This design comes from an exercise in tuning for small area, a short achievable clock period and few clock cycles on the open sky130 flow, not from production work. In this exercise RTL edits were held to simulation tests only and were not proved equivalent to the original. No activity file was given, so power comes from the tool's default toggle rates.

--- config.mk ---
export PLATFORM = sky130hd
export DESIGN_NAME = pmask_rast
export DESIGN_NICKNAME = pmask_rast
export VERILOG_FILES = /design/flow/design.v
export SDC_FILE = /design/flow/constraint.sdc
export NUM_CORES = 4
export LEC_CHECK = 0
export CAP_MARGIN = 20
export CORE_MARGIN = 2
export CORE_UTILIZATION = 40
export SLEW_MARGIN = 20
--- constraint.sdc ---
create_clock -name core_clock -period 10.0 [get_ports {clk}]
set_input_delay 2.0000 -clock core_clock [delete_from_list [all_inputs] [get_ports {clk}]]
set_output_delay 2.0000 -clock core_clock [all_outputs]
set_load 0.01 [all_outputs]
--- design.v ---
module pmask_rast (
    input  wire        clk,
    input  wire        rst,
    input  wire        reg_en,
    input  wire        reg_we,
    input  wire [1:0]  reg_size,
    input  wire [11:0] reg_addr,
    input  wire [31:0] reg_wdata,
    output reg  [31:0] reg_rdata,
    output reg         reg_err,
    input  wire        mem_en,
    input  wire        mem_we,
    input  wire [1:0]  mem_size,
    input  wire [31:0] mem_addr,
    input  wire [31:0] mem_wdata,
    output reg  [31:0] mem_rdata,
    output reg         mem_err
);
    localparam OP_RASTERIZE = 4'd1;
    localparam OP_CLEAR     = 4'd2;
    localparam OP_DRAW_RECT = 4'd3;
    localparam ERR_NONE     = 2'd0;
    localparam ERR_SIZE     = 2'd1;
    localparam ERR_RECT     = 2'd2;
    localparam ERR_ILLEGAL  = 2'd3;
    reg [15:0] canvas_w, canvas_h, rect_x, rect_y, rect_w, rect_h;
    reg        busy, done, ovr;
    reg [1:0]  err;
    reg [2047:0] m;
    wire        reg_ok    = (reg_size == 2'd2) && (reg_addr[1:0] == 2'b00);
    wire [9:0]  reg_idx   = reg_addr[11:2];
    wire        reg_wr    = reg_en && reg_we && reg_ok;
    wire        cmd_wr    = reg_wr && (reg_idx == 10'd0);
    wire        status_wr = reg_wr && (reg_idx == 10'd1);
    wire        opnd_wr   = reg_wr && (reg_idx[9:3] == 7'd0) &&
                            (reg_idx[2:0] >= 3'd2) && (reg_idx[2:0] <= 3'd6);
    wire [16:0] cw_plus7  = {1'b0, canvas_w} + 17'd7;
    wire [13:0] cur_pitch = cw_plus7[16:3];
    wire [31:0] status_val = {24'd0, 2'b00, err, 1'b0, ovr, done, busy};
    reg [31:0] reg_read_val;
    always @(*) begin
        case (reg_idx)
            10'd1:   reg_read_val = status_val;
            10'd2:   reg_read_val = {16'd0, canvas_w};
            10'd3:   reg_read_val = {16'd0, canvas_h};
            10'd4:   reg_read_val = {16'd0, rect_x};
            10'd5:   reg_read_val = {16'd0, rect_y};
            10'd6:   reg_read_val = {16'd0, rect_w};
            10'd7:   reg_read_val = {16'd0, rect_h};
            10'd8:   reg_read_val = {18'd0, cur_pitch};
            10'd9:   reg_read_val = 32'd256;
            default: reg_read_val = 32'd0;
        endcase
    end
    wire [3:0]  cmd_op   = reg_wdata[3:0];
    wire        op_legal = (cmd_op == OP_RASTERIZE) || (cmd_op == OP_CLEAR) ||
                           (cmd_op == OP_DRAW_RECT);
    wire        op_draws = cmd_op[0];
    wire        p_big    = cur_pitch > 14'd256;
    wire        h_big    = canvas_h > 16'd256;
    wire [17:0] small_prod = cur_pitch[8:0] * canvas_h[8:0];
    wire        too_big  = (cur_pitch != 14'd0) && (canvas_h != 16'd0) &&
                           (p_big || h_big || (small_prod > 18'd256));
    wire [16:0] bottom   = {1'b0, rect_y} + {1'b0, rect_h};
    wire        y_bad    = (rect_h == 16'd0) || (bottom > {1'b0, canvas_h});
    wire signed [17:0] right_x = {{2{rect_x[15]}}, rect_x} + $signed({2'b00, rect_w});
    wire signed [17:0] left_x  = rect_x[15] ? 18'sd0 : $signed({2'b00, rect_x});
    wire        x_bad    = right_x > $signed({2'b00, canvas_w});
    reg [1:0] issue_err;
    always @(*) begin
        if (!op_legal)
            issue_err = ERR_ILLEGAL;
        else if (too_big)
            issue_err = ERR_SIZE;
        else if (op_draws && (y_bad || x_bad))
            issue_err = ERR_RECT;
        else
            issue_err = ERR_NONE;
    end
    wire issue  = cmd_wr && !busy;
    wire accept = issue && (issue_err == ERR_NONE);
    reg        drawing;
    reg        fresh;
    reg [8:0]  p_q;        
    reg [8:0]  tot_q;      
    reg [7:0]  lb_q;       
    reg [7:0]  le_q;       
    reg [2:0]  lob_q;      
    reg [2:0]  hib_q;      
    reg        span_q;     
    reg [7:0]  n0_q;       
    reg [7:0]  e0_q;       
    reg [1:0]  ph0_q;      
    reg        tb_q;       
    reg        xb_q;       
    wire [17:0] right_m1 = right_x - 18'sd1;
    wire [7:0]  n0       = rect_y[7:0] * cur_pitch[7:0] + left_x[10:3];
    always @(posedge clk) begin
        if (!drawing) begin
            p_q    <= cur_pitch[8:0];
            tot_q  <= small_prod[8:0];
            lb_q   <= left_x[10:3];
            le_q   <= right_m1[10:3];
            lob_q  <= left_x[2:0];
            hib_q  <= right_m1[2:0];
            span_q <= right_x > left_x;
            n0_q   <= n0;
            e0_q   <= n0 + right_m1[10:3] - left_x[10:3];
            ph0_q  <= n0[7:2] % 3;
            tb_q   <= too_big;
            xb_q   <= x_bad;
        end
    end
    reg        st_pend;
    reg        l_clr, l_drw;
    reg [8:0]  l_h;
    wire ok_fast  = op_legal && !tb_q && (!op_draws || !(y_bad || xb_q));
    wire go_now   = issue && fresh && ok_fast;
    wire go       = go_now || st_pend;
    wire g_clr    = go_now ? (cmd_op != OP_DRAW_RECT) : l_clr;
    wire g_drw    = (go_now ? op_draws : l_drw) && span_q;
    wire clr_go   = go && g_clr;
    wire [8:0] g_h = go_now ? rect_h[8:0] : l_h;
    reg        narrow;     
    reg [5:0]  w;          
    reg [7:0]  s_a;        
    reg [7:0]  e_a;        
    reg [8:0]  rows;       
    reg [1:0]  ph;         
    wire [7:0] lomask = 8'hFF << lob_q;
    wire [7:0] himask = 8'hFF >> (3'd7 - hib_q);
    wire at_s = w == s_a[7:2];
    wire at_e = w == e_a[7:2];
    reg [31:0] dmask;
    reg [3:0]  dlane;
    reg [1:0]  col;
    reg        lo_ok, hi_ok, c_ok, lo_e, hi_e;
    reg [7:0]  mk;
    integer k;
    always @(*) begin
        for (k = 0; k < 4; k = k + 1) begin
            lo_ok = !at_s || (k[1:0] >= s_a[1:0]);
            hi_ok = !at_e || (k[1:0] <= e_a[1:0]);
            if (p_q[1:0] == 2'd1)
                col = 2'd0;
            else if (p_q[1:0] == 2'd2)
                col = {1'b0, k[0]};
            else
                col = (ph + k[1:0]) % 3;
            if (narrow) begin
                c_ok = (col >= lb_q[1:0]) && (col <= le_q[1:0]);
                lo_e = col == lb_q[1:0];
                hi_e = col == le_q[1:0];
            end else begin
                c_ok = 1'b1;
                lo_e = at_s && (k[1:0] == s_a[1:0]);
                hi_e = at_e && (k[1:0] == e_a[1:0]);
            end
            if (lo_ok && hi_ok && c_ok)
                mk = (lo_e ? lomask : 8'hFF) & (hi_e ? himask : 8'hFF);
            else
                mk = 8'h00;
            dmask[8*k +: 8] = mk;
            dlane[k]        = mk != 8'h00;
        end
    end
    wire       last_row = narrow || (rows == 9'd1);
    wire [7:0] s_nx     = s_a + p_q[7:0];
    wire [7:0] e_nx     = e_a + p_q[7:0];
    wire [8:0] ylast    = rect_y[8:0] + g_h - 9'd1;
    wire [7:0] z_nar    = ((p_q[1:0] == 2'd3) ? {ylast[6:0], 1'b0} + ylast[7:0] :
                           (p_q[1:0] == 2'd2) ? {ylast[6:0], 1'b0} : ylast[7:0]) + le_q;
    wire mem_ok = !busy && (mem_addr[31:8] == 24'd0) &&
                  ((mem_size == 2'd0) || ((mem_size == 2'd2) && (mem_addr[1:0] == 2'b00)));
    wire host_we = mem_en && mem_we && mem_ok;
    wire [5:0]  ra    = drawing ? w : mem_addr[7:2];
    wire [31:0] rword = m[32*ra +: 32];
    wire [31:0] wbus  = clr_go  ? 32'd0 :
                        drawing ? (rword | dmask) :
                        (mem_size == 2'd2) ? mem_wdata : {4{mem_wdata[7:0]}};
    wire [3:0]  wlane = drawing ? dlane :
                        (mem_size == 2'd2) ? 4'hF : (4'h1 << mem_addr[1:0]);
    wire        wen   = drawing || host_we;
    reg [15:0] lt_hi, eq_hi, lt_lo;
    integer i;
    always @(*) begin
        for (i = 0; i < 16; i = i + 1) begin
            lt_hi[i] = clr_go && (i < tot_q[8:4]);
            eq_hi[i] = clr_go && (i == tot_q[8:4]);
            lt_lo[i] = i < tot_q[3:0];
        end
    end
    wire [63:0] wsel = {63'd0, wen} << ra;
    genvar a;
    generate
        for (a = 0; a < 256; a = a + 1) begin : g_byte
            wire clr_b = lt_hi[a / 16] || (eq_hi[a / 16] && lt_lo[a % 16]);
            wire wr_b  = wsel[a / 4] && wlane[a % 4];
            always @(posedge clk)
                if (clr_b || wr_b)
                    m[8*a +: 8] <= wbus[8*(a % 4) +: 8];
        end
    endgenerate
    always @(posedge clk) begin
        mem_err   <= !mem_ok;
        mem_rdata <= (mem_size == 2'd2) ? rword : {24'd0, rword[8*mem_addr[1:0] +: 8]};
    end
    always @(posedge clk) begin
        reg_err   <= !reg_ok;
        reg_rdata <= reg_read_val;
    end
    always @(posedge clk) begin
        if (rst) begin
            canvas_w <= 16'd0;
            canvas_h <= 16'd0;
            rect_x   <= 16'd0;
            rect_y   <= 16'd0;
            rect_w   <= 16'd0;
            rect_h   <= 16'd0;
            busy     <= 1'b0;
            done     <= 1'b0;
            ovr      <= 1'b0;
            err      <= ERR_NONE;
            st_pend  <= 1'b0;
            drawing  <= 1'b0;
            fresh    <= 1'b0;
        end else begin
            fresh <= !drawing && !opnd_wr;
            if (reg_wr) begin
                case (reg_idx)
                    10'd2: canvas_w <= reg_wdata[15:0];
                    10'd3: canvas_h <= reg_wdata[15:0];
                    10'd4: rect_x   <= reg_wdata[15:0];
                    10'd5: rect_y   <= reg_wdata[15:0];
                    10'd6: rect_w   <= reg_wdata[15:0];
                    10'd7: rect_h   <= reg_wdata[15:0];
                    default: ;
                endcase
            end
            if (status_wr) begin
                if (reg_wdata[1]) done <= 1'b0;
                if (reg_wdata[2]) ovr  <= 1'b0;
            end
            if (cmd_wr && busy)
                ovr <= 1'b1;
            if (issue) begin
                err   <= issue_err;
                l_clr <= cmd_op != OP_DRAW_RECT;
                l_drw <= op_draws;
                l_h   <= rect_h[8:0];
                if (accept) begin
                    busy    <= 1'b1;
                    done    <= 1'b0;
                    st_pend <= !fresh;
                end else begin
                    done    <= 1'b1;
                end
            end
            if (go) begin
                st_pend <= 1'b0;
                if (g_drw) begin
                    drawing <= 1'b1;
                    narrow  <= p_q[8:2] == 7'd0;
                    w       <= n0_q[7:2];
                    s_a     <= n0_q;
                    e_a     <= (p_q[8:2] == 7'd0) ? z_nar : e0_q;
                    rows    <= g_h;
                    ph      <= ph0_q;
                end else begin
                    busy <= 1'b0;
                    done <= 1'b1;
                end
            end
            if (drawing) begin
                if (at_e) begin
                    if (last_row) begin
                        drawing <= 1'b0;
                        busy    <= 1'b0;
                        done    <= 1'b1;
                    end else begin
                        w    <= s_nx[7:2];
                        s_a  <= s_nx;
                        e_a  <= e_nx;
                        rows <= rows - 9'd1;
                    end
                end else begin
                    w  <= w + 6'd1;
                    ph <= (ph == 2'd2) ? 2'd0 : ph + 2'd1;
                end
            end
        end
    end
endmodule
--- run.sh ---
#!/bin/bash
# synth_recipe.tcl (not shown) runs the flow's synth.tcl, then flattens the netlist and writes it again
# the make line also repeats each setting of config.mk as NAME=value (left out here)
make -C /OpenROAD-flow-scripts/flow DESIGN_CONFIG=/design/flow/config.mk WORK_HOME=/design/flow/orfs CLKGATE_MAP_FILE= SYNTH_SCRIPT=/design/flow/synth_recipe.tcl finish
==> results.txt, run 1 <==
In this run the power spent charging and discharging nets is 0.00457 W. The number of DRC violations after detailed routing is 0. Power spread over the standard cell area amounts to 173 mW/mm^2. The clock transition at the registers of the reported paths was 0.06 ns; the number of buffers created by CTS was 232. For this run, the register share of the synthesized area comes to 65.9%.

The logs give 14 for the number of antenna violations at the first check in global routing and 3 for the number of buffers on the longest clock path. Port buffering added 151 buffers. Master of the slowest instance on the critical path: xnor2_1. Worst min-delay path category: register to register. The run gives 52.3% as the part of the total power dissipated in sequential elements. Detailed placement finished with a half-perimeter wire length of 201000 um. Of the cells placed in the final design, the portion with a size suffix greater than 1 is 18.1%. The total standard cell area after synthesis came out at 0.103 sq mm.

Synthesis instantiated 83 different standard cells from the library. Clock skew on the completed layout was measured at 0.0814 ns. The detailed-route vias per instance was 6.01; the number of gates given a new drive strength after cts was 0.

Hold repair after CTS inserted 0 buffers. The data arrival time of the critical path came out at 9.74 ns. Number of hold violations in the final report: 0. The most numerous cell on the critical path was inv_1. The top-level port count came out at 184. The setup path with the least slack is of type register to register. The final layout contains routed wiring with a total length of 311000 um. Global routing used 23.7% of the available tracks. Clock latency on the worst-skew pair, taken at its later pin, is 0.91 ns.

Net switching is 22.5% of the power. The tools report the launch instance of the worst register-to-register path as canvas_w[0]$_SDFFE_PP0P_. The final sum of negative setup slack is 0 ns, and the register-to-register setup slack is 0.84 ns. Summed over all layers, the global routing overflow is 0.

The worst-case IR drop observed on VDD is 0.162 mV. Synthesis inferred 2302 register bits. The largest net degree at the start of global routing is 94, and the chip height is 510 um. Signed area change from the synthesized netlist to the final layout: 14.6%.

Actual transition at the worst max-transition pin: 1.24 ns. The worst setup path is launched from a register. For the number of levels in the clock H-tree, the log shows 4. TritonCTS built the clock tree. Setup repair after global routing left no endpoint under its margin. After synthesis, the share of flip-flops with an asynchronous set or reset is 0%.

Routability-driven placement finished with a final weighted congestion of 0.906. The sum of internal, switching and leakage power is 0.0203 W, and the depth of the most critical reg-to-reg path is 35. In the finished design, the share of the clock period the worst path needs comes to 91.6%. Across the run, the number of max-cap violations was 0.

In the synthesized netlist, the cells that appear most often are edfxtp_1 (2148), nand2_1 (988), mux4_2 (512). The number of setup violations in the final report came out at 0. The logs give 41.9% for the share of total power in the clock network and 0 for the number of buffers inserted by post-CTS setup repair.

The tools report the remaining number of nets flagged by the antenna check after routing as 0. For this run, the leading register cell type out of synthesis is edfxtp_1. For the total number of nets in the final design, the log shows 7407. Summing over every cut layer, the via total after detailed routing is 63500. The number of global-route vias before repair is 62500. The tools report the CTS root buffer as clkbuf_16.

Data on the critical path is required at its endpoint by 10.59 ns. For the number of optimization iterations in the first detailed-route pass, the log shows 12. Post-synthesis cell count: 6700. The count of warnings emitted by yosys was 1. By area the synthesized netlist is led by edfxtp_1 (63%), mux4_2 (11%), nand2_1 (3.6%). Following the worst setup path forward leads to its endpoint at ph0_q[1]$_DFFE_PN_. For this configuration, the core starts out at a cell density of 40.3%. The run gives 8088 as the count of routing violations after the opening detailed-route iteration. The die covers 0.260 sq mm. The first global-routing pass estimated 447000 um of wire. The largest single stage delay on the critical path is 0.61 ns. The floorplan step set the die width to 510 um. A synthesized cell averages 15.3 sq um. The clock sink count was 2302. The worst register-to-register path ends at ph0_q[1]$_DFFE_PN_. Critical path launch point: canvas_w[0]$_SDFFE_PP0P_.

After floorplanning, the core was divided into 185 placement rows. In the final routed layout, each cell accounts on average for 29.5 um. In this run the worst path has a maximum fanout of 13. The run gives 0.0157 W as the internal portion of total power.

The most frequent cell after synthesis was edfxtp_1. The layout has 21900 filler cells. For this run, the top clock speed supported by timing is 109 MHz.

The core region is 0.254 sq mm. The flow ran to the end and the layout has no timing, DRC or antenna violations. Summed over all instances, the cell type with the most area after synthesis is edfxtp_1.

In this run the biggest area consumer among cell types represents 62.9% of the synthesized area. The logs give 5.9% for the share of power burned in combinational logic and 39.6 nW for the cell leakage power. The run gives 17.3% as the headroom to the max-slew limit. STA classifies the critical path endpoint as a register. After layout, the minimum clock period comes to 9.16 ns.

The final count of pins violating max slew was 0; the count of flip-flops with a built-in enable after synthesis was 2148.
-- flip-flops by register name (all words and copies together), names as in the netlist, 9 cells and up --
signal	count
m	2048
mem_rdata	32
canvas_h	16
canvas_w	16
rect_h	16
rect_w	16
rect_x	16
rect_y	16
reg_rdata	16
l_h	9
p_q	9
rows	9
tot_q	9
-- critical path, delay by kind of cell (launching register included) --
kind,cells,cell delay (ns)
buffers and inverters,7,0.73
XOR/XNOR,6,2.29
AND/OR/NAND/NOR,6,0.97
multiplexers,1,0.32
adder cells (fa/ha/maj),7,2.46
flip-flops,1,0.38
AO/OA/AOI/OAI,8,1.67
-- placed cells by master, fill, tap and decap left out, types with 44 or more instances in the layout --
| cell type | n |
|---|---|
| o221ai_1 | 207 |
| fa_1 | 82 |
| clkdlybuf4s50_1 | 150 |
| a311oi_1 | 96 |
| dfxtp_1 | 153 |
| buf_4 | 315 |
| ha_1 | 207 |
| clkinv_1 | 64 |
| nand2_1 | 987 |
| xnor2_1 | 95 |
| and2_1 | 74 |
| clkbuf_16 | 233 |
| nand3_1 | 198 |
| nor2_1 | 131 |
| o21ai_0 | 106 |
| mux4_2 | 512 |
| and3_1 | 83 |
| clkbuf_1 | 53 |
| edfxtp_1 | 2148 |
| a21oi_1 | 259 |
| nor3_1 | 64 |
| inv_1 | 239 |
| clkinv_2 | 44 |
-- through the flow --
step                setup slack (ns)  util (%)  cells  hold WS (ns)  cell area, sq um
CTS                            0.843      46.1  10600         0.456            117000
global route                   0.343      46.2  10600         0.469            117000
detailed placement             0.975      43.2  10100         0.450            110000
finish                         0.844      46.2  10600         0.449            117000
floorplan                       1.73         -   6715         0.399            103000
global placement                1.22      43.1  10100         0.451            110000
-- worst min-delay path by stage --
stage / from / cells after the start / to / slack (ns)
floorplan: fresh$_SDFF_PP0_ / 1 / st_pend$_SDFFE_PP0P_ / 0.40
global placement: fresh$_SDFF_PP0_ / 1 / st_pend$_SDFFE_PP0P_ / 0.45
detailed placement: fresh$_SDFF_PP0_ / 1 / st_pend$_SDFFE_PP0P_ / 0.45
CTS: fresh$_SDFF_PP0_ / 1 / st_pend$_SDFFE_PP0P_ / 0.46
global route: fresh$_SDFF_PP0_ / 1 / st_pend$_SDFFE_PP0P_ / 0.47
finish: fresh$_SDFF_PP0_ / 1 / st_pend$_SDFFE_PP0P_ / 0.45
-- kinds of logic (layout without fill, tap and decap cells) --
family	after synthesis	in the layout	synth area share (%)
flops	2302	2302	65.9
other cells	1	24	0.00366
fa+ha+maj	290	290	4.14
compound gates	1031	1031	7.03
xor+xnor	129	129	1.14
mux	563	563	11.8
simple gates	1701	1701	7.37
buf+inv	683	1168	2.60
-- per-layer routing --
layer  vias to the layer above  wire length [um]  track usage (%)
met4                        12             16300             11.2
met1                     32800            121000             31.4
li1                      26800                 -                -
met2                      3248            144000             37.0
met5                         -               182            0.329
met3                       698             30600             5.61
-- cell type report --
| class | instances | area (sq um) | share of cell area, % |
|---|---|---|---|
| well taps | 3366 | 4210 | 3.59 |
| inverters | 242 | 910 | 0.774 |
| diodes | 8 | 20.0 | 0.0170 |
| clock inverters | 145 | 1380 | 1.17 |
| multi-input cells | 3730 | 33100 | 28.1 |
| clock buffers | 289 | 6070 | 5.17 |
| repair buffers | 492 | 4230 | 3.60 |
| flip-flops and latches | 2302 | 67600 | 57.5 |
-- power groups by stage --
stage | Combinational [W] | Sequential (W) | Clock, W
2_1_floorplan | 0.000647 | 0.0108 | 0
5_1_grt | 0.00125 | 0.0106 | 0.00898
6_report | 0.00119 | 0.0106 | 0.00850
3_5_place_dp | 0.00118 | 0.0108 | 0
3_3_place_gp | 0.00116 | 0.0108 | 0
4_1_cts | 0.00118 | 0.0106 | 0.00860
Testbench counts, summed over its fixed seeds: cycles 31,719.
==> run 2, diff against run 1 <==
--- a/design.v
+++ b/design.v
@@ -36,4 +36,3 @@
                             (reg_idx[2:0] >= 3'd2) && (reg_idx[2:0] <= 3'd6);
-    wire [16:0] cw_plus7  = {1'b0, canvas_w} + 17'd7;
-    wire [13:0] cur_pitch = cw_plus7[16:3];
+    wire [13:0] cur_pitch = canvas_w[15:3] + {13'd0, canvas_w[2:0] != 3'd0};
     wire [31:0] status_val = {24'd0, 2'b00, err, 1'b0, ovr, done, busy};
@@ -54,2 +53,17 @@
     end
+    wire [15:0] cw_n = (reg_wr && reg_idx == 10'd2) ? reg_wdata[15:0] : canvas_w;
+    reg [8:0]  px;         
+    reg        pbig;       
+    reg        pz;         
+    always @(posedge clk) begin
+        if (rst) begin
+            px    <= 9'd0;
+            pbig  <= 1'b0;
+            pz    <= 1'b1;
+        end else begin
+            px    <= cw_n[11:3] + {8'd0, cw_n[2:0] != 3'd0};
+            pbig  <= cw_n > 16'd2048;
+            pz    <= cw_n == 16'd0;
+        end
+    end
     wire [3:0]  cmd_op   = reg_wdata[3:0];
@@ -58,11 +72,10 @@
     wire        op_draws = cmd_op[0];
-    wire        p_big    = cur_pitch > 14'd256;
     wire        h_big    = canvas_h > 16'd256;
-    wire [17:0] small_prod = cur_pitch[8:0] * canvas_h[8:0];
-    wire        too_big  = (cur_pitch != 14'd0) && (canvas_h != 16'd0) &&
-                           (p_big || h_big || (small_prod > 18'd256));
-    wire [16:0] bottom   = {1'b0, rect_y} + {1'b0, rect_h};
-    wire        y_bad    = (rect_h == 16'd0) || (bottom > {1'b0, canvas_h});
+    wire [17:0] small_prod = px * canvas_h[8:0];
+    wire        too_big  = !pz && (canvas_h != 16'd0) &&
+                           (pbig || h_big || (small_prod > 18'd256));
     wire signed [17:0] right_x = {{2{rect_x[15]}}, rect_x} + $signed({2'b00, rect_w});
     wire signed [17:0] left_x  = rect_x[15] ? 18'sd0 : $signed({2'b00, rect_x});
+    wire [16:0] bottom   = {1'b0, rect_y} + {1'b0, rect_h};
+    wire        y_bad    = (rect_h == 16'd0) || (bottom > {1'b0, canvas_h});
     wire        x_bad    = right_x > $signed({2'b00, canvas_w});
@@ -85,2 +98,3 @@
     reg [8:0]  tot_q;      
+    reg        tb_q;       
     reg [7:0]  lb_q;       
@@ -91,12 +105,10 @@
     reg [7:0]  n0_q;       
-    reg [7:0]  e0_q;       
-    reg [1:0]  ph0_q;      
-    reg        tb_q;       
     reg        xb_q;       
+    reg [16:0] lim_q;      
     wire [17:0] right_m1 = right_x - 18'sd1;
-    wire [7:0]  n0       = rect_y[7:0] * cur_pitch[7:0] + left_x[10:3];
     always @(posedge clk) begin
         if (!drawing) begin
-            p_q    <= cur_pitch[8:0];
+            p_q    <= px;
             tot_q  <= small_prod[8:0];
+            tb_q   <= too_big;
             lb_q   <= left_x[10:3];
@@ -106,7 +118,5 @@
             span_q <= right_x > left_x;
-            n0_q   <= n0;
-            e0_q   <= n0 + right_m1[10:3] - left_x[10:3];
-            ph0_q  <= n0[7:2] % 3;
-            tb_q   <= too_big;
+            n0_q   <= rect_y[7:0] * px[7:0] + left_x[10:3];
             xb_q   <= x_bad;
+            lim_q  <= {1'b0, canvas_h} - {1'b0, rect_y};
         end
@@ -116,3 +126,4 @@
     reg [8:0]  l_h;
-    wire ok_fast  = op_legal && !tb_q && (!op_draws || !(y_bad || xb_q));
+    wire yb_fast  = (rect_h == 16'd0) || lim_q[16] || (rect_h > lim_q[15:0]);
+    wire ok_fast  = op_legal && !tb_q && (!op_draws || !(yb_fast || xb_q));
     wire go_now   = issue && fresh && ok_fast;
@@ -169,5 +180,8 @@
     wire [7:0] e_nx     = e_a + p_q[7:0];
-    wire [8:0] ylast    = rect_y[8:0] + g_h - 9'd1;
-    wire [7:0] z_nar    = ((p_q[1:0] == 2'd3) ? {ylast[6:0], 1'b0} + ylast[7:0] :
-                           (p_q[1:0] == 2'd2) ? {ylast[6:0], 1'b0} : ylast[7:0]) + le_q;
+    wire [7:0] hm1      = g_h[7:0] - 8'd1;
+    wire [7:0] hp       = (p_q[1:0] == 2'd3) ? {hm1[6:0], 1'b0} + hm1 :
+                          (p_q[1:0] == 2'd2) ? {hm1[6:0], 1'b0} : hm1;
+    wire [7:0] e_row0   = n0_q + le_q - lb_q;
+    wire [7:0] z_nar    = e_row0 + hp;
+    wire [1:0] ph0      = n0_q[7:2] % 3;
     wire mem_ok = !busy && (mem_addr[31:8] == 24'd0) &&
@@ -177,4 +191,4 @@
     wire [31:0] rword = m[32*ra +: 32];
-    wire [31:0] wbus  = clr_go  ? 32'd0 :
-                        drawing ? (rword | dmask) :
+    wire [31:0] wbus  = drawing ? (rword | dmask) :
+                        (busy || !mem_en) ? 32'd0 :
                         (mem_size == 2'd2) ? mem_wdata : {4{mem_wdata[7:0]}};
@@ -265,5 +279,5 @@
                     s_a     <= n0_q;
-                    e_a     <= (p_q[8:2] == 7'd0) ? z_nar : e0_q;
+                    e_a     <= (p_q[8:2] == 7'd0) ? z_nar : e_row0;
                     rows    <= g_h;
-                    ph      <= ph0_q;
+                    ph      <= ph0;
                 end else begin
--- a/config.mk
+++ b/config.mk
@@ -10,2 +10,4 @@
 export CORE_UTILIZATION = 40
+export SETUP_SLACK_MARGIN = 5
 export SLEW_MARGIN = 20
+export TNS_END_PERCENT = 5
==> run 2 against run 1 <==
Still clean on timing, DRC and antenna. Critical endpoint is now e_a[7]$_DFFE_PN_. Via count increased by 5.1%. Flip-flop and latch count is 24 higher. Final area grew 5.8%. Critical path depth fell by 13.
==> results.txt, run 2 <==
Actual transition at the worst max-transition pin: 1.29 ns (was 1.24 ns). The post-route fraction of the period consumed by the critical path came out at 61.7% (was 91.6%). Number of DRC violations after detailed routing: 0 (unchanged). The most frequent cell after synthesis is edfxtp_1 (unchanged).

The cell leakage power is 42.9 nW (was 39.6 nW). The logs give 0.91 ns (about the same) for the later-pin clock latency in the skew report and 37.4% (was 37.0%) for the met2 usage. The tools report the element type at the critical path start as an input pin (was a register). The distinct cell type count after synthesis came out at 87 (was 83). The commonest register cell after synthesis is edfxtp_1 (unchanged).

The run gives 470000 um (was 447000 um) as the global-route wire length before repair. Mean instance size in the synthesized netlist: 15.0 sq um (was 15.3 sq um). Count of routing violations after the opening detailed-route iteration: 8288 (was 8088). Cell type with the largest total area after synthesis: edfxtp_1 (unchanged). The met3 demand-to-capacity share in global routing is 6.43% (was 5.61%). The total wire length was 339000 um (was 311000 um); the detailed-route vias per instance was 6.06 (was 6.01). The core area is 0.260 sq mm (was 0.254 sq mm). The number of global-route vias before repair came out at 65400 (was 62500). The clock transition at the registers of the reported paths is 0.06 ns (about the same).

For the via count, the log shows 66800 (was 63500). The run gives 0 (unchanged) as the remaining number of nets flagged by the antenna check after routing. The worst min-delay path category is register to register (unchanged).

The number of flip-flops under the largest register name was 2048 (unchanged). The tools report the largest vdd supply drop as 0.176 mV (was 0.162 mV). The row count was 187 (was 185).

The final sum of negative setup slack was 0 ns (unchanged). The critical path class is input pin to register (was register to register). The master of the slowest instance on the critical path was or4_4 (was xnor2_1). For the part of the total power dissipated in sequential elements, the log shows 52.3% (about the same). The run finished with no timing, DRC or antenna violations.

The worst setup slack before clock tree synthesis was 1.78 ns (was 0.975 ns). The post-synthesis cell count was 6980 (was 6700). Commonest non-fill, non-tap cell in the layout: edfxtp_1 (unchanged). The run gives 227 (was 232) as the number of buffers created by CTS. The logs give 14 (unchanged) for the number of antenna violations at the first check in global routing and 0 (unchanged) for the number of setup violations in the final report.

TritonCTS built the clock tree. Leading cell types in the layout, fill and taps excluded: edfxtp_1 (2161), nand2_1 (924), mux4_2 (519) (was edfxtp_1 (2148), nand2_1 (987), mux4_2 (512)). The data arrival time of the critical path is 6.76 ns (was 9.74 ns). The tools report the launch instance of the worst register-to-register path as w[0]$_DFFE_PN_ (was canvas_w[0]$_SDFFE_PP0P_). Number of buffers on the longest clock path: 3 (unchanged). Top-level port count: 184 (unchanged).

The number of I/O port buffers is 151 (unchanged), and the maximum fanout count along the critical path is 8 (was 13). The headroom to the max-slew limit was 14.3% (was 17.3%); the total non-filler cell area in the finished layout was 0.124 sq mm (was 0.117 sq mm). Setup repair after global routing could not meet its margin everywhere. The area share of the leading cell type in the synthesized netlist came out at 61.9% (was 62.9%).

Category of cells accounting for the largest share of critical-path delay: compound AO/OA/AOI/OAI gates (was adder cells). The total number of nets in the final design is 7761 (was 7407), and the final worst setup slack is 3.83 ns (was 0.844 ns). Achievable clock frequency: 162 MHz (was 109 MHz).

For the minimum hold slack, the log shows 0.435 ns (was 0.449 ns). The largest net degree at the start of global routing came out at 109 (was 94). The register name with the most flops is m (unchanged).

The share of total power in the clock network is 41.6% (was 41.9%). The share of cells above drive strength 1 is 23.4% (was 18.1%), and the power density over the cells is 164 mW/mm^2 (was 173 mW/mm^2). Number of buffer and inverter stages on the critical path: 3 (was 7).

Startpoint of the worst hold path: fresh$_SDFF_PP0_ (unchanged). The signed area change from the synthesized netlist to the final layout works out to 18.6% (was 14.6%). The count of warnings emitted by yosys came out at 1 (unchanged). The proportion of total power due to net switching works out to 23.1% (was 22.5%). For the number of hold violations in the final report, the log shows 0 (unchanged).

The aggregate global routing overflow is 0 (unchanged), and the share of synthesized flip-flops with an asynchronous set or reset is 0% (unchanged). The run gives 0.0991 ns (was 0.0814 ns) as the maximum clock skew at final layout. Clock sink count: 2326 (was 2302).

The most numerous cell on the critical path was a21oi_2 (was inv_1). Number of levels in the clock H-tree: 4 (unchanged). For the switching power, the log shows 0.00472 W (was 0.00457 W). The register-to-register setup slack is 4.12 ns (was 0.84 ns). Top cells by instance count after synthesis: edfxtp_1 (2161), nand2_1 (984), mux4_2 (519) (was edfxtp_1 (2148), nand2_1 (988), mux4_2 (512)).

Wire length per cell after detailed routing: 30.7 um (was 29.5 um). The tools report the critical path launch point as reg_addr[6] (was canvas_w[0]$_SDFFE_PP0P_). The logs give 0 (unchanged) for the final count of pins violating max slew and 65.1% (was 65.9%) for the proportion of synthesized chip area in sequential cells. The tools report the placement-stage cell area as 0.111 sq mm (was 0.110 sq mm). Count of flip-flops with a built-in enable after synthesis: 2161 (was 2148). The global-route total usage across every layer was 24.5% (was 23.7%).

Horizontal die dimension: 516 um (was 510 um). The maximum single-stage delay on the critical path works out to 0.65 ns (was 0.61 ns). The max capacitance violation total was 0 (unchanged). The most used routing layer is met2 (unchanged).

The logs give 40.3% (about the same) for the initial cell density of the core and 0.266 sq mm (was 0.260 sq mm) for the die outline area. The required time at the worst-slack endpoint was 10.58 ns (was 10.59 ns). The number of storage elements in the synthesis netlist is 2326 (was 2302), and the number of optimization iterations in the first detailed-route pass is 9 (was 12). Largest cells by area after synthesis: edfxtp_1 (62%), mux4_2 (11%), nand2_1 (3.5%) (was edfxtp_1 (63%), mux4_2 (11%), nand2_1 (3.6%)). For the total standard cell area after synthesis, the log shows 0.105 sq mm (was 0.103 sq mm).

Post-route minimum period: 6.17 ns (was 9.16 ns). The chip height is 516 um (was 510 um). For the share of power burned in combinational logic, the log shows 6.1% (was 5.9%). The signal on the critical path passes through clkdlybuf4s15_1, nor2_2, nand4_1, or4_4, a2111oi_4, o21ai_4, buf_4, mux2i_2, xor2_2, ha_4, nor2b_2, o31a_1, a211oi_2, a21oi_2, a21oi_2, ha_1, inv_2, o21bai_1, a21oi_2, xnor2_1, mux2i_1, o2bb2ai_1. The met1 usage is 31.8% (was 31.4%). The final weighted congestion of routability-driven global placement was 0.949 (was 0.906). The internal portion of total power is 0.0157 W (about the same). The CTS root buffer is clkbuf_16 (unchanged). The tools report the kind of capture point of the worst setup path as a register (unchanged).

Half-perimeter wire length after detailed placement: 214000 um (was 201000 um). Registers with the highest flip-flop counts: m x2048, mem_rdata x32, lim_q x17 (was m x2048, mem_rdata x32).
-- run 2: power groups by stage --
stage | registers, W | clock network (W) | logic (W)
final | 0.0107 | 0.00848 | 0.00125
after floorplan | 0.0109 | 0 | 0.000615
after CTS | 0.0107 | 0.00855 | 0.00118
after global placement | 0.0109 | 0 | 0.00111
after detailed placement | 0.0109 | 0 | 0.00113
after global routing | 0.0107 | 0.00891 | 0.00130
-- run 2: cell type report --
type,instances,area (sq um)
Multi-Input combinational cell,3962,37600
Clock buffer,269,5860
Sequential cell,2326,68300
Timing Repair Buffer,541,5630
Inverter,271,1020
Clock inverter,157,1460
Antenna cell,1,2.50
Tap cell,3496,4370
Fill cell,22100,136000
-- run 2: layer usage --
metal / wire length [um] / part of all wire (%)
met5: 279 / 0.082
met4: 22600 / 6.7
met3: 35800 / 11
met2: 153000 / 45
met1: 127000 / 37
-- run 2: final timing paths --
kind | cells past startpoint | to
worst max register to register | 12 | m[282]$_DFFE_PP_
worst min register to register | 1 | st_pend$_SDFFE_PP0P_
worst min-delay path | 1 | st_pend$_SDFFE_PP0P_
worst max-delay path | 22 | e_a[7]$_DFFE_PN_
-- run 2: repair_timing --
| action | 4_1_cts | 5_1_grt |
|---|---|---|
| setup buffers | 100 | 79 |
| resized for setup | 496 | 188 |
| hold buffers | 0 | 0 |
| cloned | 5 | 12 |
| setup endpoints to repair | 4142 | 4142 |
| pin swaps | 74 | 70 |
-- run 2: cell families after synthesis --
kind of cell | count (synthesis) | synth area share [%]
multiplexers | 578 | 11.7
flip-flops | 2326 | 65.1
buffers and inverters | 712 | 2.73
other | 1 | 0.00358
adder cells (fa/ha/maj) | 315 | 4.35
AND/OR/NAND/NOR | 1787 | 7.68
AO/OA/AOI/OAI | 1114 | 7.20
XOR/XNOR | 147 | 1.23
-- run 2: metrics by stage --
step                util (%)  instances  power (W)
floorplan                  -       6995     0.0115
global placement        42.7      10400     0.0120
detailed placement      42.7      10400     0.0120
CTS                     47.1      10900     0.0204
global route            47.8      11000     0.0209
finish                  47.8      11000     0.0204
Testbench counts of run 2, summed over its fixed seeds: cycles 31,719.
==> run 3, diff against run 2 <==
--- a/design.v
+++ b/design.v
@@ -54,2 +54,10 @@
     wire [15:0] cw_n = (reg_wr && reg_idx == 10'd2) ? reg_wdata[15:0] : canvas_w;
+    wire [15:0] ch_n = (reg_wr && reg_idx == 10'd3) ? reg_wdata[15:0] : canvas_h;
+    wire [15:0] x_n  = (reg_wr && reg_idx == 10'd4) ? reg_wdata[15:0] : rect_x;
+    wire [15:0] y_n  = (reg_wr && reg_idx == 10'd5) ? reg_wdata[15:0] : rect_y;
+    wire [15:0] w_n  = (reg_wr && reg_idx == 10'd6) ? reg_wdata[15:0] : rect_w;
+    wire [15:0] h_n  = (reg_wr && reg_idx == 10'd7) ? reg_wdata[15:0] : rect_h;
+    wire [13:0] pitch_n  = cw_n[15:3] + {13'd0, cw_n[2:0] != 3'd0};
+    wire [16:0] bottom_n = {1'b0, y_n} + {1'b0, h_n};
+    wire signed [17:0] right_n = {{2{x_n[15]}}, x_n} + $signed({2'b00, w_n});
     reg [8:0]  px;         
@@ -57,2 +65,4 @@
     reg        pz;         
+    reg        y_bad;      
+    reg        x_bad;      
     always @(posedge clk) begin
@@ -62,6 +72,10 @@
             pz    <= 1'b1;
+            y_bad <= 1'b1;
+            x_bad <= 1'b0;
         end else begin
-            px    <= cw_n[11:3] + {8'd0, cw_n[2:0] != 3'd0};
-            pbig  <= cw_n > 16'd2048;
-            pz    <= cw_n == 16'd0;
+            px    <= pitch_n[8:0];
+            pbig  <= pitch_n > 14'd256;
+            pz    <= pitch_n == 14'd0;
+            y_bad <= (h_n == 16'd0) || (bottom_n > {1'b0, ch_n});
+            x_bad <= right_n > $signed({2'b00, cw_n});
         end
@@ -78,5 +92,2 @@
     wire signed [17:0] left_x  = rect_x[15] ? 18'sd0 : $signed({2'b00, rect_x});
-    wire [16:0] bottom   = {1'b0, rect_y} + {1'b0, rect_h};
-    wire        y_bad    = (rect_h == 16'd0) || (bottom > {1'b0, canvas_h});
-    wire        x_bad    = right_x > $signed({2'b00, canvas_w});
     reg [1:0] issue_err;
@@ -105,4 +116,2 @@
     reg [7:0]  n0_q;       
-    reg        xb_q;       
-    reg [16:0] lim_q;      
     wire [17:0] right_m1 = right_x - 18'sd1;
@@ -119,4 +128,2 @@
             n0_q   <= rect_y[7:0] * px[7:0] + left_x[10:3];
-            xb_q   <= x_bad;
-            lim_q  <= {1'b0, canvas_h} - {1'b0, rect_y};
         end
@@ -126,4 +133,3 @@
     reg [8:0]  l_h;
-    wire yb_fast  = (rect_h == 16'd0) || lim_q[16] || (rect_h > lim_q[15:0]);
-    wire ok_fast  = op_legal && !tb_q && (!op_draws || !(yb_fast || xb_q));
+    wire ok_fast  = op_legal && !tb_q && (!op_draws || !(y_bad || x_bad));
     wire go_now   = issue && fresh && ok_fast;
==> run 3 against run 2 <==
Critical path type unchanged. Highest routed layer unchanged. Core utilization decreased by 0.69 points. Critical path depth increased by 4. Count of clock-buffer cells in the layout grew 38. Clock skew down 0.027 ns. Sequential share of layout area rose by 0.59 points.
==> results.txt, run 3 <==
The flow ran to the end and the layout has no timing, DRC or antenna violations. The wire length per cell after detailed routing is 30.2 um (was 30.7 um), and the share of synthesized flip-flops with an asynchronous set or reset is 0% (unchanged). The depth of the most critical reg-to-reg path is 11 (was 12), and the final count of pins violating max slew is 0 (unchanged). The post-route fraction of the period consumed by the critical path works out to 63.3% (was 61.7%). Critical path class: input pin to register (unchanged).

The number of buffers created by CTS is 238 (was 227), and the number of buffers on the longest clock path is 3 (unchanged). The element type at the critical path start is an input pin (unchanged). The half-perimeter wire length after detailed placement was 215000 um (was 214000 um).

Setup repair after global routing could not meet its margin everywhere. The detailed-route vias per instance works out to 5.98 (was 6.06). The run gives 2310 (was 2326) as the clock sink count.

The number of hold violations in the final report came out at 0 (unchanged). Registers with the highest flip-flop counts: m x2048, mem_rdata x32 (was m x2048, mem_rdata x32, lim_q x17). The headroom to the max-slew limit is 17.8% (was 14.3%). The top-level port count came out at 184 (unchanged). The signed area change from the synthesized netlist to the final layout works out to 17.2% (was 18.6%).

Worst hold endpoint: ovr$_SDFFE_PP0P_ (was st_pend$_SDFFE_PP0P_). Top cells by instance count after synthesis: edfxtp_1 (2143), nand2_1 (858), mux4_2 (512) (was edfxtp_1 (2161), nand2_1 (984), mux4_2 (519)). The tools report the number of levels in the clock H-tree as 4 (unchanged). The count of warnings emitted by yosys was 1 (unchanged); the core area was 0.259 sq mm (was 0.260 sq mm). The minimum hold slack is 0.502 ns (was 0.435 ns), and the number of DRC violations after detailed routing is 0 (unchanged).

The clock transition at the registers of the reported paths works out to 0.06 ns (about the same). Leading cell types in the layout, fill and taps excluded: edfxtp_1 (2143), nand2_1 (844), mux4_2 (512) (was edfxtp_1 (2161), nand2_1 (924), mux4_2 (519)). For the area occupied by multi-input gates, the log shows 0.0360 sq mm (was 0.0376 sq mm). The logs give 0 (unchanged) for the max capacitance violation total and 0.177 mV (was 0.176 mV) for the largest vdd supply drop. The maximum fanout count along the critical path was 3 (was 8); the register-to-register setup slack was 4.23 ns (was 4.12 ns). The post-route minimum period works out to 6.33 ns (was 6.17 ns). The commonest register cell after synthesis was edfxtp_1 (unchanged). Startpoint of the worst hold path: ovr$_SDFFE_PP0P_ (was fresh$_SDFF_PP0_).

The share of cells above drive strength 1 is 22.3% (was 23.4%), and the sum of internal, switching and leakage power is 0.0208 W (was 0.0204 W). The required time at the worst-slack endpoint is 10.76 ns (was 10.58 ns). The total standard cell area after synthesis came out at 0.104 sq mm (was 0.105 sq mm). Largest cells by area after synthesis: edfxtp_1 (62%), mux4_2 (11%), dfxtp_1 (3.2%) (was edfxtp_1 (62%), mux4_2 (11%), nand2_1 (3.5%)).

Actual transition at the worst max-transition pin: 1.21 ns (was 1.29 ns). The initial cell density of the core was 40.2% (was 40.3%); the area share of the leading cell type in the synthesized netlist was 61.8% (was 61.9%). CTS root buffer: clkbuf_16 (unchanged). The run gives 24.2% (was 24.5%) as the global-route total usage across every layer.

TritonCTS built the clock tree. The number of optimization iterations in the first detailed-route pass was 6 (was 9); the final weighted congestion of routability-driven global placement was 1.00 (was 0.949). Sequential cell area in the final layout: 0.0678 sq mm (was 0.0683 sq mm).

Number of I/O port buffers: 151 (unchanged). Cell type with the largest total area after synthesis: edfxtp_1 (unchanged). The cell leakage power came out at 42.9 nW (about the same). Total wire length: 327000 um (was 339000 um).

Final sum of negative setup slack: 0 ns (unchanged). The commonest non-fill, non-tap cell in the layout is edfxtp_1 (unchanged). The count of filler cells inserted in the layout was 22300 (was 22100); the number of antenna violations at the first check in global routing was 12 (was 14). The worst reg2reg path endpoint was m[389]$_DFFE_PP_ (was m[282]$_DFFE_PP_). The tools report the final worst setup slack as 3.67 ns (was 3.83 ns). The achievable clock frequency is 158 MHz (was 162 MHz). The count of flip-flops with a built-in enable after synthesis works out to 2143 (was 2161).

The number of flip-flops under the largest register name was 2048 (unchanged); the later-pin clock latency in the skew report was 0.90 ns (was 0.91 ns). The power density over the cells came out at 170 mW/mm^2 (was 164 mW/mm^2). The worst setup slack before clock tree synthesis was 1.77 ns (was 1.78 ns). The largest net degree at the start of global routing is 120 (was 109), and the count of routing violations after the opening detailed-route iteration is 7667 (was 8288). For the total number of nets in the final design, the log shows 7626 (was 7761).

The tools report the total of hold buffers inserted after clock tree synthesis as 0 (unchanged). For the global-route wire length before repair, the log shows 462000 um (was 470000 um). The run gives 64700 (was 66800) as the via count. The run gives 0 (unchanged) as the aggregate global routing overflow.

The data arrival time of the critical path was 7.09 ns (was 6.76 ns). The post-synthesis cell count was 6773 (was 6980); the number of setup violations in the final report was 0 (unchanged). The most frequent cell after synthesis was edfxtp_1 (unchanged). The run gives 65.0% (was 65.1%) as the proportion of synthesized chip area in sequential cells. The register name with the most flops was m (unchanged).

The number of global-route vias before repair was 63800 (was 65400). The mean instance size in the synthesized netlist was 15.4 sq um (was 15.0 sq um); the chip height was 514 um (was 516 um). The distinct cell type count after synthesis is 88 (was 87), and the cell total after placement is 10200 (was 10400). The die outline area is 0.264 sq mm (was 0.266 sq mm).

The maximum clock skew at final layout was 0.0720 ns (was 0.0991 ns). The count of cells along the worst hold path was 2 (was 1). The post-layout instance count excluding filler cells was 10800 (was 11000); the row count was 187 (unchanged). Kind of capture point of the worst setup path: a register (unchanged). The worst min-delay path category was register to register (unchanged). The tools report the launch instance of the worst register-to-register path as w[2]$_DFFE_PN_ (was w[0]$_DFFE_PN_). The number of storage elements in the synthesis netlist is 2310 (was 2326), and the horizontal die dimension is 514 um (was 516 um). The remaining number of nets flagged by the antenna check after routing was 0 (unchanged).
run 3: changes by cell type in the layout (fill, tap and decap cells not counted), moves of 35 or more:
cell / previous run / this run
a311oi_1: 85 / 5
nand3_1: 188 / 223
mux2_2: 5 / 56
a21oi_1: 265 / 152
buf_4: 290 / 354
o221ai_1: 24 / 147
nand2_1: 924 / 844
o221ai_2: 137 / 64
mux2i_1: 40 / 127
inv_1: 259 / 203
and2_1: 100 / 142
run 3: cell type report:
class | count | share of cell area (%)
multi-input combinational | 3868 | 29.5
sequential | 2310 | 55.5
clock inverter | 137 | 1.24
timing repair buffer | 579 | 4.38
tap | 3402 | 3.49
clock buffer | 307 | 5.22
antenna | 5 | 0.0103
inverter | 213 | 0.656
run 3: cells by family after synthesis:
| kind of cell | after synthesis | synth area share, % |
|---|---|---|
| AND/OR/NAND/NOR | 1732 | 7.59 |
| other | 1 | 0.00360 |
| adder cells (fa/ha/maj) | 301 | 4.20 |
| AO/OA/AOI/OAI | 954 | 6.48 |
| multiplexers | 717 | 13.1 |
| flip-flops | 2310 | 65.0 |
| buffers and inverters | 618 | 2.39 |
| XOR/XNOR | 140 | 1.18 |
run 3: worst max-delay path by stage:
stage                           start                to  slack [ns]
after floorplan           reg_addr[0]  x_bad$_SDFF_PP0_        3.22
after global placement    reg_addr[0]  x_bad$_SDFF_PP0_        1.83
after detailed placement  reg_addr[0]  x_bad$_SDFF_PP0_        1.77
after CTS                 reg_addr[1]  x_bad$_SDFF_PP0_        3.78
after global routing      reg_addr[1]  x_bad$_SDFF_PP0_        3.55
final                     reg_addr[1]  x_bad$_SDFF_PP0_        3.67
run 3: critical path: stages:
cell and delay [ns]:
buf_6 0.09, or4b_4 0.57, nor3_4 0.22, buf_12 0.15, and4_4 0.26, buf_12 0.11
mux2i_4 0.22, inv_2 0.06, ha_4 0.24, a211oi_2 0.19, nor2_2 0.06, or3_4 0.37
a41o_1 0.24, o41ai_4 0.38, o21ba_4 0.21, xnor2_2 0.07, ha_1 0.32, a21o_1 0.19
a21o_1 0.15, a21o_1 0.15, a21o_1 0.16, a221oi_2 0.27, a41oi_2 0.09, nor2_1 0.15
or4_4 0.13, a21oi_2 0.04
run 3: power breakdown:
| part | internal (W) | total [W] | switching [W] |
|---|---|---|---|
| sequential | 0.0106 | 0.0106 | 0.0000147 |
| combinational | 0.000422 | 0.00127 | 0.000847 |
| clock | 0.00507 | 0.00888 | 0.00381 |
| total | 0.0161 | 0.0208 | 0.00468 |
run 3: stage by stage:
step	util, %	instance area, sq um
after floorplan	-	105000
after global placement	43.0	112000
after detailed placement	43.1	112000
after CTS	46.7	121000
after global routing	47.1	122000
final	47.1	122000
run 3: what timing repair did:
item / in CTS / in global routing
setup endpoints to repair: 4147 / 3978
pin swaps: 56 / 63
cloned: 9 / 5
gates resized for setup: 167 / 153
buffers inserted: 67 / 40
run 3: routing by layer:
metal	global-route usage [%]	part of all wire, %
met2	39.0	47
met4	11.7	5.6
met1	31.6	39
met3	4.40	8.1
met5	0	0.021
Testbench counts of run 3, summed over its fixed seeds: cycles 31,719.
==> run 4, diff against run 3 <==
--- a/design.v
+++ b/design.v
@@ -25,2 +25,40 @@
     localparam ERR_ILLEGAL  = 2'd3;
+    function [8:0] div256;
+        input [8:0] v;
+        begin
+            div256 = (v == 9'd0) ? 9'd0 :
+                     (v <= 9'd1) ? 9'd256 :
+                     (v <= 9'd2) ? 9'd128 :
+                     (v <= 9'd3) ? 9'd85 :
+                     (v <= 9'd4) ? 9'd64 :
+                     (v <= 9'd5) ? 9'd51 :
+                     (v <= 9'd6) ? 9'd42 :
+                     (v <= 9'd7) ? 9'd36 :
+                     (v <= 9'd8) ? 9'd32 :
+                     (v <= 9'd9) ? 9'd28 :
+                     (v <= 9'd10) ? 9'd25 :
+                     (v <= 9'd11) ? 9'd23 :
+                     (v <= 9'd12) ? 9'd21 :
+                     (v <= 9'd13) ? 9'd19 :
+                     (v <= 9'd14) ? 9'd18 :
+                     (v <= 9'd15) ? 9'd17 :
+                     (v <= 9'd16) ? 9'd16 :
+                     (v <= 9'd17) ? 9'd15 :
+                     (v <= 9'd18) ? 9'd14 :
+                     (v <= 9'd19) ? 9'd13 :
+                     (v <= 9'd21) ? 9'd12 :
+                     (v <= 9'd23) ? 9'd11 :
+                     (v <= 9'd25) ? 9'd10 :
+                     (v <= 9'd28) ? 9'd9 :
+                     (v <= 9'd32) ? 9'd8 :
+                     (v <= 9'd36) ? 9'd7 :
+                     (v <= 9'd42) ? 9'd6 :
+                     (v <= 9'd51) ? 9'd5 :
+                     (v <= 9'd64) ? 9'd4 :
+                     (v <= 9'd85) ? 9'd3 :
+                     (v <= 9'd128) ? 9'd2 :
+                     (v <= 9'd256) ? 9'd1 :
+                     9'd0;
+        end
+    endfunction
     reg [15:0] canvas_w, canvas_h, rect_x, rect_y, rect_w, rect_h;
@@ -54,10 +92,2 @@
     wire [15:0] cw_n = (reg_wr && reg_idx == 10'd2) ? reg_wdata[15:0] : canvas_w;
-    wire [15:0] ch_n = (reg_wr && reg_idx == 10'd3) ? reg_wdata[15:0] : canvas_h;
-    wire [15:0] x_n  = (reg_wr && reg_idx == 10'd4) ? reg_wdata[15:0] : rect_x;
-    wire [15:0] y_n  = (reg_wr && reg_idx == 10'd5) ? reg_wdata[15:0] : rect_y;
-    wire [15:0] w_n  = (reg_wr && reg_idx == 10'd6) ? reg_wdata[15:0] : rect_w;
-    wire [15:0] h_n  = (reg_wr && reg_idx == 10'd7) ? reg_wdata[15:0] : rect_h;
-    wire [13:0] pitch_n  = cw_n[15:3] + {13'd0, cw_n[2:0] != 3'd0};
-    wire [16:0] bottom_n = {1'b0, y_n} + {1'b0, h_n};
-    wire signed [17:0] right_n = {{2{x_n[15]}}, x_n} + $signed({2'b00, w_n});
     reg [8:0]  px;         
@@ -65,4 +95,2 @@
     reg        pz;         
-    reg        y_bad;      
-    reg        x_bad;      
     always @(posedge clk) begin
@@ -72,10 +100,6 @@
             pz    <= 1'b1;
-            y_bad <= 1'b1;
-            x_bad <= 1'b0;
         end else begin
-            px    <= pitch_n[8:0];
-            pbig  <= pitch_n > 14'd256;
-            pz    <= pitch_n == 14'd0;
-            y_bad <= (h_n == 16'd0) || (bottom_n > {1'b0, ch_n});
-            x_bad <= right_n > $signed({2'b00, cw_n});
+            px    <= cw_n[11:3] + {8'd0, cw_n[2:0] != 3'd0};
+            pbig  <= cw_n > 16'd2048;
+            pz    <= cw_n == 16'd0;
         end
@@ -86,8 +110,19 @@
     wire        op_draws = cmd_op[0];
+    reg        cw_wr1;     
+    reg [8:0]  qp_q;       
+    reg [8:0]  qh_q;       
+    always @(posedge clk) begin
+        cw_wr1 <= reg_wr && (reg_idx == 10'd2);
+        qp_q   <= div256(px);
+        qh_q   <= div256(canvas_h[8:0]);
+    end
     wire        h_big    = canvas_h > 16'd256;
-    wire [17:0] small_prod = px * canvas_h[8:0];
-    wire        too_big  = !pz && (canvas_h != 16'd0) &&
-                           (pbig || h_big || (small_prod > 18'd256));
+    wire        prod_big = cw_wr1 ? (px > qh_q) : (canvas_h[8:0] > qp_q);
+    wire        too_big  = !pz && (canvas_h != 16'd0) && (pbig || h_big || prod_big);
+    wire [8:0]  small_prod = px * canvas_h[8:0];
     wire signed [17:0] right_x = {{2{rect_x[15]}}, rect_x} + $signed({2'b00, rect_w});
     wire signed [17:0] left_x  = rect_x[15] ? 18'sd0 : $signed({2'b00, rect_x});
+    wire [16:0] bottom   = {1'b0, rect_y} + {1'b0, rect_h};
+    wire        y_bad    = (rect_h == 16'd0) || (bottom > {1'b0, canvas_h});
+    wire        x_bad    = right_x > $signed({2'b00, canvas_w});
     reg [1:0] issue_err;
@@ -109,3 +144,2 @@
     reg [8:0]  tot_q;      
-    reg        tb_q;       
     reg [7:0]  lb_q;       
@@ -121,3 +155,2 @@
             tot_q  <= small_prod[8:0];
-            tb_q   <= too_big;
             lb_q   <= left_x[10:3];
@@ -133,3 +166,3 @@
     reg [8:0]  l_h;
-    wire ok_fast  = op_legal && !tb_q && (!op_draws || !(y_bad || x_bad));
+    wire ok_fast  = op_legal && !too_big && (!op_draws || !(y_bad || x_bad));
     wire go_now   = issue && fresh && ok_fast;
@@ -139,3 +172,3 @@
     wire clr_go   = go && g_clr;
-    wire [8:0] g_h = go_now ? rect_h[8:0] : l_h;
+    wire [8:0] g_h = st_pend ? l_h : rect_h[8:0];
     reg        narrow;     
@@ -195,10 +228,16 @@
     wire host_we = mem_en && mem_we && mem_ok;
+    reg         wv_q;      
+    reg  [5:0]  ww_q;      
+    reg  [31:0] wm_q;      
+    reg  [3:0]  wl_q;      
     wire [5:0]  ra    = drawing ? w : mem_addr[7:2];
     wire [31:0] rword = m[32*ra +: 32];
-    wire [31:0] wbus  = drawing ? (rword | dmask) :
+    wire [31:0] eng_d = mem_rdata | wm_q;
+    wire [31:0] wbus  = wv_q ? eng_d :
                         (busy || !mem_en) ? 32'd0 :
                         (mem_size == 2'd2) ? mem_wdata : {4{mem_wdata[7:0]}};
-    wire [3:0]  wlane = drawing ? dlane :
+    wire [3:0]  wlane = wv_q ? wl_q :
                         (mem_size == 2'd2) ? 4'hF : (4'h1 << mem_addr[1:0]);
-    wire        wen   = drawing || host_we;
+    wire [5:0]  wa    = wv_q ? ww_q : mem_addr[7:2];
+    wire        wen   = wv_q || host_we;
     reg [15:0] lt_hi, eq_hi, lt_lo;
@@ -212,3 +251,3 @@
     end
-    wire [63:0] wsel = {63'd0, wen} << ra;
+    wire [63:0] wsel = {63'd0, wen} << wa;
     genvar a;
@@ -224,4 +263,16 @@
     always @(posedge clk) begin
-        mem_err   <= !mem_ok;
-        mem_rdata <= (mem_size == 2'd2) ? rword : {24'd0, rword[8*mem_addr[1:0] +: 8]};
+        mem_err <= !mem_ok;
+        if (drawing)
+            mem_rdata <= rword;
+        else
+            mem_rdata <= (mem_size == 2'd2) ? rword : {24'd0, rword[8*mem_addr[1:0] +: 8]};
+    end
+    always @(posedge clk) begin
+        ww_q <= w;
+        wm_q <= dmask;
+        wl_q <= dlane;
+        if (rst)
+            wv_q <= 1'b0;
+        else
+            wv_q <= drawing;
     end
@@ -293,2 +344,6 @@
             end
+            if (wv_q && !drawing) begin
+                busy <= 1'b0;
+                done <= 1'b1;
+            end
             if (drawing) begin
@@ -297,4 +352,2 @@
                         drawing <= 1'b0;
-                        busy    <= 1'b0;
-                        done    <= 1'b1;
                     end else begin
--- a/config.mk
+++ b/config.mk
@@ -9,3 +9,3 @@
 export CORE_MARGIN = 2
-export CORE_UTILIZATION = 40
+export CORE_UTILIZATION = 55
 export SETUP_SLACK_MARGIN = 5
==> run 4 against run 3 <==
Routed wire length up 3.1%. Final area up 1.0%. Sequential power about the same. Register-to-register slack better by 0.30 ns. Clock power down 3.2%. Final cell count down 5.8%. Area after synthesis up 1.5%. Setup slack better by 0.79 ns. Via count up 4.7%.
==> results.txt, run 4 <==
Core area: 0.191 sq mm (was 0.259 sq mm). Register name with the most flops: m (unchanged). The later-pin clock latency in the skew report was 0.91 ns (was 0.90 ns).

The tools report the half-perimeter wire length after detailed placement as 214000 um (was 215000 um). Number of global-route vias before repair: 66400 (was 63800). Category of cells accounting for the largest share of critical-path delay: simple AND/OR/NAND/NOR gates (was compound AO/OA/AOI/OAI gates). The mean instance size in the synthesized netlist came out at 14.7 sq um (was 15.4 sq um).

TritonCTS built the clock tree. The critical path class is input pin to register (unchanged). The run gives 478000 um (was 462000 um) as the global-route wire length before repair.

For the distinct cell type count after synthesis, the log shows 95 (was 88). Traced cell by cell, the critical path runs through clkdlybuf4s50_1, or2_2, a2111oi_4, a31o_2, and2_2, buf_4, nand2_2, o22ai_1, buf_4. The number of buffers on the longest clock path came out at 3 (unchanged). For the final worst setup slack, the log shows 4.45 ns (was 3.67 ns). The cell leakage power is 41.1 nW (was 42.9 nW).

The worst setup slack before clock tree synthesis is 2.27 ns (was 1.77 ns), and the number of storage elements in the synthesis netlist is 2369 (was 2310). The tools report the element type at the critical path start as an input pin (unchanged). Share of cells above drive strength 1: 20.7% (was 22.3%).

The run gives 14.6% (was 17.8%) as the headroom to the max-slew limit. The post-route minimum period is 5.55 ns (was 6.33 ns). The kind of capture point of the worst setup path was a register (unchanged). The tools report the total of hold buffers inserted after clock tree synthesis as 0 (unchanged). The actual transition at the worst max-transition pin was 1.28 ns (was 1.21 ns); the via count was 67800 (was 64700). The count of flip-flops with a built-in enable after synthesis was 2142 (was 2143); the number of setup violations in the final report was 0 (unchanged). The area occupied by multi-input gates is 0.0377 sq mm (was 0.0360 sq mm), and the final weighted congestion of routability-driven global placement is 0.940 (was 1.00).

Most frequent cell after synthesis: edfxtp_1 (unchanged). The number of DRC violations after detailed routing was 0 (unchanged). The die outline area was 0.196 sq mm (was 0.264 sq mm); the wire length per cell after detailed routing was 33.0 um (was 30.2 um).

The power density over the cells was 168 mW/mm^2 (was 170 mW/mm^2); the number of antenna violations at the first check in global routing was 17 (was 12). The aggregate global routing overflow was 0 (unchanged). The initial cell density of the core was 55.5% (was 40.2%). The number of levels in the clock H-tree is 4 (unchanged), and the largest net degree at the start of global routing is 99 (was 120). The tools report the clock sink count as 2369 (was 2310). The data arrival time of the critical path is 6.12 ns (was 7.09 ns), and the number of I/O port buffers is 151 (unchanged). The chip height works out to 442 um (was 514 um). The logs give 1 (unchanged) for the count of warnings emitted by yosys and 160 (was 187) for the row count.

The cell type with the largest total area after synthesis was edfxtp_1 (unchanged). Final sum of negative setup slack: 0 ns (unchanged). The achievable clock frequency was 180 MHz (was 158 MHz). The required time at the worst-slack endpoint is 10.57 ns (was 10.76 ns), and the largest vdd supply drop is 0.146 mV (was 0.177 mV). Leading cell types in the layout, fill and taps excluded: edfxtp_1 (2142), nand2_1 (899), mux4_2 (513) (was edfxtp_1 (2143), nand2_1 (844), mux4_2 (512)). Registers with the highest flip-flop counts: m x2048, mem_rdata x32, wm_q x32 (was m x2048, mem_rdata x32). The remaining number of nets flagged by the antenna check after routing is 0 (unchanged), and the number of buffers created by CTS is 236 (was 238). For the sequential cell area in the final layout, the log shows 0.0689 sq mm (was 0.0678 sq mm). The total number of nets in the final design was 7826 (was 7626); the horizontal die dimension was 442 um (was 514 um).

The post-synthesis cell count came out at 7212 (was 6773). Proportion of synthesized chip area in sequential cells: 65.2% (was 65.0%). The max capacitance violation total is 0 (unchanged), and the maximum single-stage delay on the critical path is 0.64 ns (was 0.57 ns). The number of flip-flops under the largest register name is 2048 (unchanged), and the signed area change from the synthesized netlist to the final layout is 16.6% (was 17.2%). For the number of optimization iterations in the first detailed-route pass, the log shows 7 (was 6). The post-route fraction of the period consumed by the critical path was 55.5% (was 63.3%). The CTS root buffer is clkbuf_16 (unchanged). The total standard cell area after synthesis was 0.106 sq mm (was 0.104 sq mm); the count of routing violations after the opening detailed-route iteration was 8442 (was 7667). The number of hold violations in the final report is 0 (unchanged). Share of synthesized flip-flops with an asynchronous set or reset: 0% (unchanged). The total wire length was 337000 um (was 327000 um); the number of buffer and inverter stages on the critical path was 3 (was 4). The master of the slowest instance on the critical path was clkdlybuf4s50_1 (was or4b_4). Largest cells by area after synthesis: edfxtp_1 (61%), mux4_2 (11%), dfxtp_1 (4.3%) (was edfxtp_1 (62%), mux4_2 (11%), dfxtp_1 (3.2%)). The run finished with no timing, DRC or antenna violations. The maximum clock skew at final layout was 0.0506 ns (was 0.0720 ns).

The worst min-delay path category was register to register (unchanged). Most numerous cell on the critical path: buf_4 (was a21o_1). The top-level port count is 184 (unchanged), and the sum of internal, switching and leakage power is 0.0207 W (was 0.0208 W).

The detailed-route vias per instance was 6.64 (was 5.98). The clock transition at the registers of the reported paths came out at 0.06 ns (about the same). The commonest non-fill, non-tap cell in the layout is edfxtp_1 (unchanged). The maximum fanout count along the critical path was 13 (was 3). The final count of pins violating max slew is 0 (unchanged), and the fraction of the core area covered by cells at the end of the flow is 64.7% (was 47.1%).

Top cells by instance count after synthesis: edfxtp_1 (2142), nand2_1 (924), mux4_2 (513) (was edfxtp_1 (2143), nand2_1 (858), mux4_2 (512)). The area share of the leading cell type in the synthesized netlist was 60.9% (was 61.8%); the count of filler cells inserted in the layout was 13800 (was 22300). Global-route total usage across every layer: 34.2% (was 24.2%).

The commonest register cell after synthesis is edfxtp_1 (unchanged). Setup repair after global routing could not meet its margin everywhere.
[run 4: changes by cell type after synthesis, sizes merged, moves of 20 or more]
| cell | delta |
|---|---|
| o221ai | -205 |
| dfxtp | +60 |
| mux2i | -35 |
| ha | -20 |
| clkbuf | +77 |
| a21oi | +237 |
| mux2 | -52 |
| o211ai | +21 |
| fa | -33 |
| nand2 | +66 |
| and2 | -77 |
| a311oi | +26 |
| nand3 | +79 |
| o22ai | +171 |
[run 4: worst paths after layout]
kind | from | to | slack [ns] | cells past startpoint
setup / recovery | mem_addr[1] | m[618]$_DFFE_PP_ | 4.45 | 9
hold / removal | rect_w[13]$_SDFFE_PP0P_ | rect_w[13]$_SDFFE_PP0P_ | 0.48 | 2
hold reg to reg | rect_w[13]$_SDFFE_PP0P_ | rect_w[13]$_SDFFE_PP0P_ | 0.48 | 2
setup reg to reg | rect_x[0]$_SDFFE_PP0P_ | m[284]$_DFFE_PP_ | 4.53 | 23
[run 4: layout make-up]
type,instances,area share [%]
clock inverters,137,0.898
clock buffers,301,5.15
well taps,2511,2.55
inverters,223,0.679
multi-input cells,4144,30.6
flip-flops and latches,2369,55.9
diodes,24,0.0487
repair buffers,489,4.22
[run 4: cell families after synthesis]
kind of cell	after synthesis	synth area share, %
AO/OA/AOI/OAI	1272	7.73
other	1	0.00355
buffers and inverters	714	2.72
AND/OR/NAND/NOR	1830	7.84
XOR/XNOR	148	1.23
flip-flops	2369	65.2
multiplexers	631	12.1
adder cells (fa/ha/maj)	247	3.27
[run 4: per-stage QoR]
stage                     instance area, sq um  instances  hold WS, ns
after CTS                               123000      10200        0.480
after global routing                    123000      10200        0.510
after detailed placement                110000       9582        0.470
after floorplan                         106000       7227        0.346
final                                   123000      10200        0.478
after global placement                  110000       9580        0.462
[run 4: worst min-delay path, stage by stage, from the launching register on]
cell and delay, ns:
dfxtp_1 0.32, nand2_1 0.06, a21oi_1 0.05
[run 4: what timing repair did]
| action | 4_1_cts | 5_1_grt |
|---|---|---|
| setup endpoints to repair | 2123 | 2120 |
| pin swaps | 109 | 20 |
| hold endpoints to repair | 0 | 0 |
| buffers inserted | 124 | 15 |
| gates cloned | 10 | 4 |
| gates resized for setup | 495 | 28 |
[run 4: report_power, final]
part,internal [W],switching (W)
Clock,0.00480,0.00380
Combinational,0.000394,0.000826
Sequential,0.0108,0.0000266
[run 4: metal layers]
layer / GRT usage (%) / share of wire, %
met2: 51.8 / 46
met4: 20.1 / 6.7
met1: 45.0 / 37
met5: 0.366 / 0.085
met3: 8.85 / 11
Testbench counts of run 4, summed over its fixed seeds: cycles 32,090.

-- static timing again, ports no longer ideal --
In the flow no input, the clock included, has a driving cell. The finished layouts below were timed again as built, in two steps. Step 1 assumes that a clkbuf_16 drives the clock port and a buf_2 every other input. Step 2 moves the port delays by t, midway between the first and last clock arrival at a register: inputs arrive t later, outputs are due t later. That takes back most of the time a late clock gives input paths. Three values: no drivers, after step 1, after step 2; two values: the first two.
run	shift t [ns]	setup WS [ns]	clock arrival spread, ns	pins driven straight from the clock port
run 1	0.963	0.844 / 0.844 / 0.844	0.084 / 0.084	1
run 2	0.975	3.826 / 3.914 / 2.939	0.099 / 0.099	1
run 3	0.976	3.666 / 3.736 / 2.760	0.094 / 0.094	1
run 4	0.964	4.453 / 4.473 / 3.510	0.050 / 0.051	1
After both steps setup and hold are still met in every run listed. For run 4, which loses most, drivers alone change the setup slack by +0.020 ns; drivers and shift together by -0.943 ns.
